Context: an optimization exercise on an open-source flow, tuned for small area. The choices shown serve that exercise and are no tape-out recipe. Function was checked by simulation only, so behaviour that the tests miss may differ from the original.

## ddscopex_can_codec
module ddscopex_can_codec (
    input  wire        clk,
    input  wire        rst,
    input  wire        ms_tick,
    input  wire        cmd_valid,
    input  wire [15:0] cmd,
    input  wire [31:0] data,
    output wire        cmd_ready,
    output wire        rsp_valid,
    output wire [3:0]  rsp_code,
    output wire [31:0] result,
    output wire        busy,
    output wire        tx_valid,
    output wire [10:0] tx_id,
    output wire        tx_rtr,
    output wire [3:0]  tx_dlc,
    output wire [63:0] tx_data,
    input  wire        tx_ready,
    input  wire        tx_ok,
    input  wire        rx_valid,
    input  wire [10:0] rx_id,
    input  wire        rx_rtr,
    input  wire [3:0]  rx_dlc,
    input  wire [63:0] rx_data,
    output wire        rx_ready
);
    localparam [3:0] C_OK = 4'd0, C_TIMEOUT = 4'd1, C_DEFAULTED = 4'd2, C_ERR_AXIS = 4'd3,
                     C_ERR_CMD = 4'd4, C_ERR_ID = 4'd5, C_ERR_DLC = 4'd6, C_ERR_OFFSET = 4'd7,
                     C_ERR_RANGE = 4'd8, C_ERR_SEND = 4'd9, C_ILLEGAL = 4'd10, C_ERR_NOFRAME = 4'd11;
    reg [10:0] frame_id;
    reg        frame_rtr;
    reg        frame_valid;
    reg [3:0]  frame_dlc;
    reg [63:0] tx_buf;
    reg [10:0] rx_id_q;
    reg [63:0] rx_buf;
    reg [31:0] result_q;
    reg [3:0]  last_code;
    reg        rsp_v;
    reg [15:0] timeout_ms;
    reg        silent;
    reg        st_tx;       
    reg        st_wait;     
    reg        st_hb;       
    wire idle = ~st_tx & ~st_wait;
    assign cmd_ready = idle & ~rst;
    assign busy      = ~idle;
    assign tx_valid  = st_tx & ~rst;
    assign rx_ready  = st_wait & ~rst;
    assign rsp_valid = rsp_v;
  ...
Size: about 2500 cells after synthesis, about 210 flip-flops, ~260 I/O pins, roughly 18000 um^2 of cells after synthesis.
export LEC_CHECK = 0
export ABC_AREA = 1
export CAP_MARGIN = 20
export CORE_MARGIN = 2
export CORE_UTILIZATION = 40
export SLEW_MARGIN = 20
create_clock -name core_clock -period 50.0 [get_ports {clk}]
standard.sh (not shown) runs the stock make flow with config.mk's settings and CLKGATE_MAP_FILE= SYNTH_SCRIPT=/design/flow/synth_recipe.tcl, a recipe that flattens the netlist after the stock synthesis.
==> flow/flow/run.sh <==
#!/bin/bash
# Own layout flow: the standard ORFS flow, with an area-oriented ABC mapping
# script in place of ORFS's abc_area.script. Everything else is ORFS's own.
set -euo pipefail
W=$(pwd)
rm -rf "$W/scripts_area"
cp -r "$FLOW_HOME/scripts" "$W/scripts_area"
cp "$W/flow/abc_area.script" "$W/scripts_area/abc_area.script"
bash "$W/standard.sh" SCRIPTS_DIR="$W/scripts_area" finish > "$W/orfs_make.log" 2>&1
==> flow/flow/abc_area.script <==
strash
&get -n
&st
&dch -f
&nf -a -R 1000
&st
&dch -f
&nf -a -R 1000
&st
&dch -f
&nf -a -R 1000
&put
topo
stime -c
Edit:
==> flow/run.sh (new file) <==
#!/bin/bash
# synth_recipe.tcl (not shown) runs the flow's synth.tcl, then flattens the netlist and writes it again
# the make line also repeats each setting of config.mk as NAME=value (left out here)
make -C /OpenROAD-flow-scripts/flow DESIGN_CONFIG=/design/flow/config.mk WORK_HOME=/design/flow/orfs CLKGATE_MAP_FILE= SYNTH_SCRIPT=/design/flow/synth_recipe.tcl finish
- ABC_AREA: 1 -> unset
removed: flow/flow/run.sh
removed: flow/flow/abc_area.script
removed: flow/standard.sh
After rerunning:
- global-route usage came out lower by 1.3 points
- cell count came out higher by 28%
- first-iteration DRC count came out higher by about 56%
- clock skew came out lower by 0.023 ns
- routed wire length came out higher by about 37%
- design area came out higher by 32%
- worst setup slack improved by 8.5 ns
- die area came out higher by about 40%
- core utilization came out lower by 4.0 points

========
Setup of run 1:
ddscopex_can_codec, a different RTL version from the one above (not shown whole).
Size in the first run: about 210 flip-flops.
Settings: LEC_CHECK=0, ABC_AREA=1, CAP_MARGIN=20, CORE_MARGIN=2, CORE_UTILIZATION=50, SLEW_MARGIN=20; clock period 50.0 ns.
==> flow/flow/run.sh <==
#!/bin/bash
# Own layout flow: the standard ORFS flow with
#  - an area-oriented ABC mapping script in place of ORFS's abc_area.script,
#  - adders left to ABC (no ADDER_MAP_FILE full/half-adder cell mapping),
#  - port buffers of the smallest buffer cell,
#  - clock tree synthesis with clkbuf_8 buffers and without dummy loads.
# Registers are the standard synthesis's: only the combinational mapping
# changes. Each ORFS step writes its full log under orfs/logs; make's output
# goes to orfs_make.log.
set -euo pipefail
W=$(pwd)
rm -rf "$W/scripts_area"
cp -r "$FLOW_HOME/scripts" "$W/scripts_area"
cp "$W/flow/abc_area.script" "$W/scripts_area/abc_area.script"
bash "$W/standard.sh" SCRIPTS_DIR="$W/scripts_area" ADDER_MAP_FILE= \
    "BUFFER_PORTS_ARGS=-buffer_cell sky130_fd_sc_hd__buf_1" \
    "CTS_ARGS=-sink_clustering_enable -repair_clock_nets -dont_use_dummy_load -buf_list sky130_fd_sc_hd__clkbuf_8" \
    finish > "$W/orfs_make.log" 2>&1
==> flow/flow/abc_area.script <==
strash
dch -f
amap
strash
dch -f
amap
strash
dch -f
amap
topo
stime -c
The inputs of run 2 differ from those of run 1 as listed below.
- SLEW_MARGIN now 0, was 20
- CAP_MARGIN now 0, was 20
- GPL_TIMING_DRIVEN now 0, previously not set
-- flow/flow/run.sh --
<<< run 1, line 6
#  - clock tree synthesis with clkbuf_8 buffers and without dummy loads.
>>> run 2, line 6
#  - clock tree synthesis with clkbuf_8 buffers, larger sink clusters and
#    without dummy loads.
<<< run 1, line 17
    "CTS_ARGS=-sink_clustering_enable -repair_clock_nets -dont_use_dummy_load -buf_list sky130_fd_sc_hd__clkbuf_8" \
>>> run 2, line 18
    "CTS_ARGS=-sink_clustering_enable -repair_clock_nets -dont_use_dummy_load -buf_list sky130_fd_sc_hd__clkbuf_8 -sink_clustering_size 14 -sink_clustering_max_diameter 100" \
- Run 2 has completed all stages; timing, DRC and antenna checks passed.
- Number of routed nets with antenna violations came out exactly the same in run 2 and run 1.
- Comparing run 2 and run 1, the higher number of signal-net inverters in the final layout is on run 2.
- Between run 2 and run 1, hold slack is higher for run 2, run 1 comes in under that.
- Looking at synthesis-to-finish area growth, run 2 sits 1.8 points lower than run 1 does.
- Between run 2 and run 1, the data-path buffer share of cell area in the final layout does not differ in any meaningful way.
- Run 1 → run 2: number of vias per cell after detailed routing climbed about 1.3%, number of antenna violations at the first check in global routing has remained practically unchanged, fraction of standard cell area in multi-input logic climbed 0.99 points.
Relative to run 2, the following input files were edited for run 3:
- GPL_TIMING_DRIVEN removed (was 0)
[summary]
- Compared run 3 against run 2; clock network area share within noise.
- On run 3: post-layout minimum cycle time is 0.36 ns lower than what run 2 gave.
- Diff run 2 -> run 3: total routed wire length on the met1 layer decreased by 140 microns relative to the old numbers, post-detailed-placement half-perimeter wirelength shows an increase of about 0.6%.
- Final period utilization ends up higher on run 2.
- Going from run 2 to run 3, final design area excluding fillers has remained practically unchanged, number of antenna diodes went down by 1.
Input changes introduced in run 4 (baseline for comparison: run 3):
- CORE_UTILIZATION now 60, was 50
==> notes.md <==
Run 3 -> run 4: total detailed-routing wirelength decreased by a few percent
The lower global-route usage of run 4 and run 3 is in run 3.
Antenna diode instance count was lower in run 3 than in run 4.
Comparing run 4 and run 3, the higher critical path depth is on run 3.
Going from run 3 to run 4, summed area of non-filler cells in the final layout shrinks by 0.51%.
In run 4, the worst hold slack came out 0.0091 ns above the value in run 3.
For run 3, the cell at the slowest stage of the critical path was sky130_fd_sc_hd__o21ai_0, unlike run 4, where it was sky130_fd_sc_hd__a2111oi_0.

========
ddscopex_can_codec again, from the RTL that the note above started with.
clock: 50.0 ns
lec_check: 0
abc_area: 1
cap_margin: 0
core_margin: 2
core_utilization: 50
slew_margin: 0
==> flow/flow/run.sh <==
#!/bin/bash
# Own layout flow: the standard ORFS flow with
#  - an area-oriented ABC mapping script in place of ORFS's abc_area.script,
#  - adders left to ABC (no ADDER_MAP_FILE full/half-adder cell mapping),
#  - port buffers of the smallest buffer cell,
#  - clock tree synthesis with clkbuf_8 buffers, larger sink clusters and
#    without dummy loads.
# Registers are the standard synthesis's: only the combinational mapping
# changes. Each ORFS step writes its full log under orfs/logs; make's output
# goes to orfs_make.log.
set -euo pipefail
W=$(pwd)
rm -rf "$W/scripts_area"
cp -r "$FLOW_HOME/scripts" "$W/scripts_area"
cp "$W/flow/abc_area.script" "$W/scripts_area/abc_area.script"
bash "$W/standard.sh" SCRIPTS_DIR="$W/scripts_area" ADDER_MAP_FILE= \
    "BUFFER_PORTS_ARGS=-buffer_cell sky130_fd_sc_hd__buf_1" \
    "CTS_ARGS=-sink_clustering_enable -repair_clock_nets -dont_use_dummy_load -buf_list sky130_fd_sc_hd__clkbuf_8 -sink_clustering_size 14 -sink_clustering_max_diameter 100" \
    finish > "$W/orfs_make.log" 2>&1
==> flow/flow/abc_area.script <==
strash
dch -f
amap -F 2 -A 8
strash
dch -f
amap -F 2 -A 8
strash
dch -f
amap -F 2 -A 8
topo
stime -c
==> next run, changes <==
--- a/flow/flow/run.sh
+++ b/flow/flow/run.sh
@@ -5,3 +5,3 @@
 #  - port buffers of the smallest buffer cell,
-#  - clock tree synthesis with clkbuf_8 buffers, larger sink clusters and
+#  - clock tree synthesis with clkbuf_16 buffers, larger sink clusters and
 #    without dummy loads.
@@ -17,3 +17,3 @@
     "BUFFER_PORTS_ARGS=-buffer_cell sky130_fd_sc_hd__buf_1" \
-    "CTS_ARGS=-sink_clustering_enable -repair_clock_nets -dont_use_dummy_load -buf_list sky130_fd_sc_hd__clkbuf_8 -sink_clustering_size 14 -sink_clustering_max_diameter 100" \
+    "CTS_ARGS=-sink_clustering_enable -repair_clock_nets -dont_use_dummy_load -buf_list sky130_fd_sc_hd__clkbuf_16 -sink_clustering_size 25 -sink_clustering_max_diameter 150" \
     finish > "$W/orfs_make.log" 2>&1
==> flow/flow/abc_area.script (replaced) <==
strash
dch -f
amap
strash
dch -f
amap
strash
dch -f
amap
topo
stime -c
After rerunning: Non-clock buffer count came out higher by 4; cell count goes up slightly; final area barely changes; core utilization grows by 0.41 points; area after synthesis went down slightly; wire length increases slightly; clock-buffer cell count went down by 7; die area decreases slightly.

## re-timing with driven ports
No port has a modelled driver above. Below, the same layouts with a new extraction and two added sets of constraints. Step 1 (the two cells are an assumption about what drives the block):
set clk [get_ports {clk}]
set_driving_cell -lib_cell sky130_fd_sc_hd__clkbuf_16 $clk
set_driving_cell -lib_cell sky130_fd_sc_hd__buf_2 [delete_from_list [all_inputs] $clk]
Step 2 times the ports against the registers' clock, not the clock port: input delays grow and output delays shrink by t, the midpoint of the rising clock arrivals with the driver on. Slacks: ideal ports / drivers / drivers and shift; pairs: ideal ports / drivers.
run	t, ns	slack for setup (ns)	latest minus earliest clock arrival (ns)
the first run of note 1	0.606	3.701 / 3.734 / 3.128	0.051 / 0.050
the second run of note 1	0.602	12.218 / 12.248 / 11.646	0.028 / 0.028
run 1	0.589	3.923 / 3.947 / 3.358	0.088 / 0.088
run 2	0.602	3.641 / 3.661 / 3.059	0.045 / 0.046
run 3	0.579	3.996 / 4.017 / 3.438	0.067 / 0.066
run 4	0.591	3.370 / 3.392 / 2.801	0.052 / 0.053
the first run of note 3	0.582	4.329 / 4.356 / 3.774	0.070 / 0.069
the second run of note 3	0.543	3.960 / 3.986 / 3.442	0.041 / 0.041
After both steps every run listed still meets setup and hold. The setup slack of run 2, which loses most, moves by +0.020 ns with the drivers and by -0.582 ns with both steps.
